This is an optimization exercise on Yosys and OpenROAD, whose aim is a short achievable clock period, not a production implementation. The clock port is modelled as an ideal driver, which makes a skipped or thinned clock tree look cheaper than it is; a real chip needs a root buffer or a tree. Power figures rest on the tool's default switching activity, not on a simulated workload.

Setup of pine:
==> flow/design.v <==
module midi4cx3_core (
    input  wire       clk,
    input  wire       rst,         
    input  wire       scan_clk,    
    input  wire       scan_data,   
    input  wire       scan_sync,   
    input  wire       pedal,       
    input  wire       tx_ready,    
    output reg  [7:0] tx_data,
    output reg        tx_wr
);
    localparam integer NS = 22;       
    reg [6:0]    pos;           
    reg          pz;            
    reg          p64;           
    reg          vk;            
    reg          prev_clk;      
    reg          prev_sync;     
    reg          rst_d;         
    reg [63:0]   ring;          
    reg          first;         
    reg          rot;           
    reg          last_d;        
    reg          last_p;        
    reg          pk;            
    reg          pv;            
    reg          event_f;
    reg          idle_f;
    reg [NS-1:0] wr;            
    reg          wadv;          
    reg [NS-1:0] rd;            
    reg          radv;          
    reg [20:0]   th;            
    reg [2:0]    off;           
    reg          m_ped [0:NS-1];
    reg          m_v   [0:NS-1];
    reg [6:0]    m_b1  [0:NS-1];
    integer i;
    wire old     = ring[0] & ~first;
    wire svc_en  = ~pz & ~prev_clk;
    wire [NS-1:0] wr_n   = {wr[NS-2:0], wr[NS-1]};
    wire [NS-1:0] rd_n   = {rd[NS-2:0], rd[NS-1]};
    wire [NS-1:0] wr_eff = wadv ? wr_n : wr;
    wire [NS-1:0] rd_eff = radv ? rd_n : rd;
    wire q_empty = ~wadv & ~(radv ? th[1] : th[0]);
    wire q_full  = ~radv & th[20];
    wire [6:0] note = pos[5] ? (7'd35 - {pos[5:0], 1'b0})      
                             : (7'd98 - {pos[5:0], 1'b0});     
    wire [6:0] b1_new  = p64 ? 7'h40 : note;
    wire [6:0] pos_inc = p64 ? 7'd0 : pos + 7'd1;
    wire is63    = (pos == 7'd63);
    wire vk_inc  = (pos <= 7'd30) | ((pos >= 7'd33) & (pos <= 7'd62));
    wire ev_ne   = event_f & ~q_empty;             
    wire ks_any  = ev_ne & idle_f & ~pz;
    wire ks_s0   = ev_ne & idle_f & pz & prev_sync;
    wire kc_d0   = ev_ne & ~p64 & ~(vk & old);
    wire kc_d1   = ev_ne & ~p64 & ~(vk & ~old);
    wire n_s1    = event_f & ~(q_empty & idle_f & ~pz);
    wire n_s0    = event_f & ~(q_empty & idle_f & (~pz | prev_sync));
    wire ev_r    = event_f & ~q_empty;
    wire ok      = svc_en & ~q_full;
    wire enq_k   = ok & vk;
    wire enq_p   = ok & p64;
    wire [2:0] off_tx = rst_d ? 3'b001 : {off[1:0], off[2]};
    wire [2:0] off_no = rst_d ? 3'b001 : off;
    wire       enq, ped_slot, rot_n, radv_n, tx_n;
    wire       ev_n, idle_n, prev_clk_n, prev_sync_n, pz_n, p64_n, vk_n;
    wire [2:0] off_n;
    wire [6:0] pos_n;
    midi4cx3_late late (
        .rst(rst), .c(scan_clk), .d(scan_data), .s(scan_sync), .p(pedal), .r(tx_ready),
        .svc_en(svc_en), .pz(pz), .p64(p64), .vk(vk), .old(old),
        .ev(event_f), .idle(idle_f), .ev_r(ev_r), .n_s1(n_s1), .n_s0(n_s0),
        .ks_any(ks_any), .ks_s0(ks_s0), .kc_d0(kc_d0), .kc_d1(kc_d1),
        .ped_any(~pk), .pv(pv), .enq_k(enq_k), .enq_p(enq_p),
        .prev_sync(prev_sync), .pos(pos), .pos_inc(pos_inc),
        .is63(is63), .vk_inc(vk_inc),
        .off2_ok(off[2] & ~rst_d), .off_tx(off_tx), .off_no(off_no),
        .enq(enq), .ped_slot(ped_slot), .tx_n(tx_n), .radv_n(radv_n), .off_n(off_n),
        .ev_n(ev_n), .idle_n(idle_n), .pos_n(pos_n), .pz_n(pz_n), .p64_n(p64_n),
        .vk_n(vk_n), .prev_clk_n(prev_clk_n), .prev_sync_n(prev_sync_n), .rot_n(rot_n)
    );
    reg       ha_ped, ha_v, hb_ped, hb_v;
    reg [6:0] ha_b1, hb_b1;
    always @(*) begin
        ha_ped = 1'b0; ha_v = 1'b0; ha_b1 = 7'd0;
        hb_ped = 1'b0; hb_v = 1'b0; hb_b1 = 7'd0;
        for (i = 0; i < NS; i = i + 1) begin
            ha_ped = ha_ped | (rd[i] & m_ped[i]);
            ha_v   = ha_v   | (rd[i] & m_v[i]);
            ha_b1  = ha_b1  | ({7{rd[i]}} & m_b1[i]);
            hb_ped = hb_ped | (rd_n[i] & m_ped[i]);
            hb_v   = hb_v   | (rd_n[i] & m_v[i]);
            hb_b1  = hb_b1  | ({7{rd_n[i]}} & m_b1[i]);
        end
    end
    wire       h_ped = radv ? hb_ped : ha_ped;
    wire       h_v   = radv ? hb_v   : ha_v;
    wire [6:0] h_b1  = radv ? hb_b1  : ha_b1;
    wire [7:0] b0 = {1'b1, 1'b0, h_ped, h_ped | h_v, 4'h0};
    wire [7:0] b1 = {1'b0, h_b1};
    wire [7:0] b2 = h_ped ? {1'b0, {7{h_v}}} : {1'b0, h_v, 6'd0};
    wire [7:0] hbyte = ({8{off[0]}} & b0) | ({8{off[1]}} & b1) | ({8{off[2]}} & b2);
    always @(posedge clk) begin
        rst_d     <= rst;
        pos       <= pos_n;
        pz        <= pz_n;
        p64       <= p64_n;
        vk        <= vk_n;
        prev_clk  <= prev_clk_n;
        prev_sync <= prev_sync_n;
        event_f   <= ev_n;
        idle_f    <= idle_n;
        tx_wr     <= tx_n;
        off       <= off_n;
        radv      <= radv_n;
        if (rst_d) begin
            wr   <= {{(NS-1){1'b0}}, 1'b1};
            rd   <= {{(NS-1){1'b0}}, 1'b1};
            th   <= 21'd0;
            wadv <= 1'b0;
        end else begin
            wr   <= wr_eff;
            rd   <= rd_eff;
            if (wadv)
                th <= {th[19:0], 1'b1};
            else if (radv)
                th <= {1'b0, th[20:1]};
            wadv <= enq;
        end
        if (rst_d) begin
            first <= 1'b1;
            pk    <= 1'b0;
        end else if (ped_slot) begin
            first <= 1'b0;
            pk    <= 1'b1;
        end
        if (ped_slot)
            pv <= pedal;
        rot    <= rot_n;
        last_d <= scan_data;
        last_p <= pedal;
        if (rot)
            ring <= {last_d, ring[63:1]};
        tx_data <= hbyte;
    end
    always @(posedge clk) begin
        for (i = 0; i < NS; i = i + 1) begin
            if (wr_eff[i]) begin
                m_ped[i] <= p64;
                m_b1[i]  <= b1_new;
            end
            if (wr[i])
                m_v[i] <= m_ped[i] ? last_p : last_d;
        end
    end
endmodule
module midi4cx3_late (
    input  wire       rst, c, d, s, p, r,
    input  wire       svc_en, pz, p64, vk, old,
    input  wire       ev, idle, ev_r, n_s1, n_s0,
    input  wire       ks_any, ks_s0, kc_d0, kc_d1,
    input  wire       ped_any, pv, enq_k, enq_p,
    input  wire       prev_sync,
    input  wire [6:0] pos, pos_inc,
    input  wire       is63, vk_inc,
    input  wire       off2_ok,
    input  wire [2:0] off_tx, off_no,
    output wire       enq, ped_slot, tx_n, radv_n,
    output wire [2:0] off_n,
    output wire       ev_n, idle_n, pz_n, p64_n, vk_n,
    output wire       prev_clk_n, prev_sync_n, rot_n,
    output wire [6:0] pos_n
);
    wire service = c & svc_en;
    wire kt      = vk & (d ^ old);
    wire pchg    = ped_any | (p ^ pv);
    wire sexit   = prev_sync & ~s;       
    assign ped_slot = service & p64;
    wire   tx     = r & ~rst & (service ? (d ? kc_d1 : kc_d0)
                                        : (ks_any | (ks_s0 & ~s)));
    assign tx_n   = tx;
    assign radv_n = tx & off2_ok;
    assign off_n  = tx ? off_tx : off_no;
    assign enq    = service & ((enq_k & (d ^ old)) | (enq_p & pchg));
    wire ev_sv  = kt | (p64 & (ev | pchg)) | (~p64 & (r ? ev_r : ev));
    wire ev_nsv = r ? (s ? n_s1 : n_s0) : ev;
    assign ev_n   = ~rst & (service ? ev_sv : ev_nsv);
    assign idle_n = ~rst & (service ? (vk ? ~(d ^ old) : (~p64 | idle)) : idle);
    assign pos_n[0] = ~rst & (pz ? sexit : (service ? pos_inc[0] : pos[0]));
    genvar g;
    generate
        for (g = 1; g < 7; g = g + 1) begin : pb
            assign pos_n[g] = ~rst & ~pz & (service ? pos_inc[g] : pos[g]);
        end
    endgenerate
    assign pz_n  = rst | (pz ? ~sexit : (service & p64));
    assign p64_n = ~rst & ~pz & (service ? is63 : p64);
    assign vk_n  = ~rst & (pz ? sexit : (service ? vk_inc : vk));
    assign prev_clk_n  = ~rst & c;
    assign prev_sync_n = ~rst & s;
    assign rot_n       = service;
endmodule
clock: 8.0 ns
lec_check: 0
cap_margin: 20
core_margin: 2
core_utilization: 40
slew_margin: 20
synth_hierarchical: 1
standard.sh (not shown) runs the stock make flow with config.mk's settings and CLKGATE_MAP_FILE= SYNTH_SCRIPT=/design/flow/synth_recipe.tcl, a recipe that flattens the netlist after the stock synthesis.
==> flow/flow/run.sh <==
#!/bin/bash
set -euo pipefail
export MARGIN=${MARGIN:-6}
export LEAF_CELL=sky130_fd_sc_hd__clkinv_8 LEAF_MAX=24 MID_CELL=sky130_fd_sc_hd__clkinv_16
export RES=$PWD/orfs/results/sky130hd/midi4cx3_core/base
export FLOWDIR=$PWD/flow
bash standard.sh SETUP_SLACK_MARGIN=$MARGIN place > make_place.log 2>&1
openroad -no_init -exit flow/cts.tcl > cts.log 2>&1
bash standard.sh SETUP_SLACK_MARGIN=$MARGIN finish > make_finish.log 2>&1
Other scripts of this flow, unchanged in this note and not shown: flow/flow/clock_tree.tcl, flow/flow/cts.tcl
--- input diff pine..maple ---
diff --git a/flow/config.mk b/flow/config.mk
--- a/flow/config.mk
+++ b/flow/config.mk
@@ -8,5 +8,5 @@
 export CAP_MARGIN = 20
 export CORE_MARGIN = 2
-export CORE_UTILIZATION = 40
+export CORE_UTILIZATION = 60
 export SLEW_MARGIN = 20
 export SYNTH_HIERARCHICAL = 1
==> run notes <==
- maple: flow completed, timing, DRC and antenna clean
- maple — iteration count of the initial detailed-routing pass 2 higher, pine as reference
- maple: initial antenna violation count 1 below pine
- Summary of maple over pine: clock-net power shrank by about 1%; fraction of area in registers grew by 0.74 points; effective utilization at floorplan grew by 21 points; sum of met2 wire segment lengths after detailed routing shrank by 250 um.
- Compared maple against pine; register-to-register slack within noise.
- [compare] base=pine new=maple: post-route worst hold slack went up by 0.0047 ns, global-route usage +9.7 points, leakage component of the power decreased by 1.4% relative to the old numbers.
No run of this note included a check of the RTL's function; only the layout flow was run. In every run of this note, the design's own scripts or RTL, not TritonCTS, make the clock network.

==> what the ideal ports hide <==
In the flow no input, the clock included, has a driving cell. The finished layouts below were timed again as built, in two steps. Step 1: set_driving_cell puts a clkbuf_16 on clk and a buf_2 on each other input, an assumption about the parent block. Step 2 times the ports against the registers' clock, not the clock port: input delays grow and output delays shrink by t, the midpoint of the rising clock arrivals with the driver on. a / b / c = ideal / step 1 / step 2; a / b = the first two.
| run | t, ns | slack for setup (ns) | worst setup path after step 2 | worst data-port slew with drivers (ns) | pins driven straight from the clock port |
|---|---|---|---|---|---|
| pine | 0.401 | 5.377 / 5.493 / 5.169 | input to register | 0.05 | 4 |
| maple | 0.394 | 5.354 / 5.498 / 5.152 | input to register | 0.05 | 4 |
After both steps setup and hold are still met in every run listed. The setup slack of pine, which loses most, moves by +0.116 ns with the drivers and by -0.208 ns with both steps.
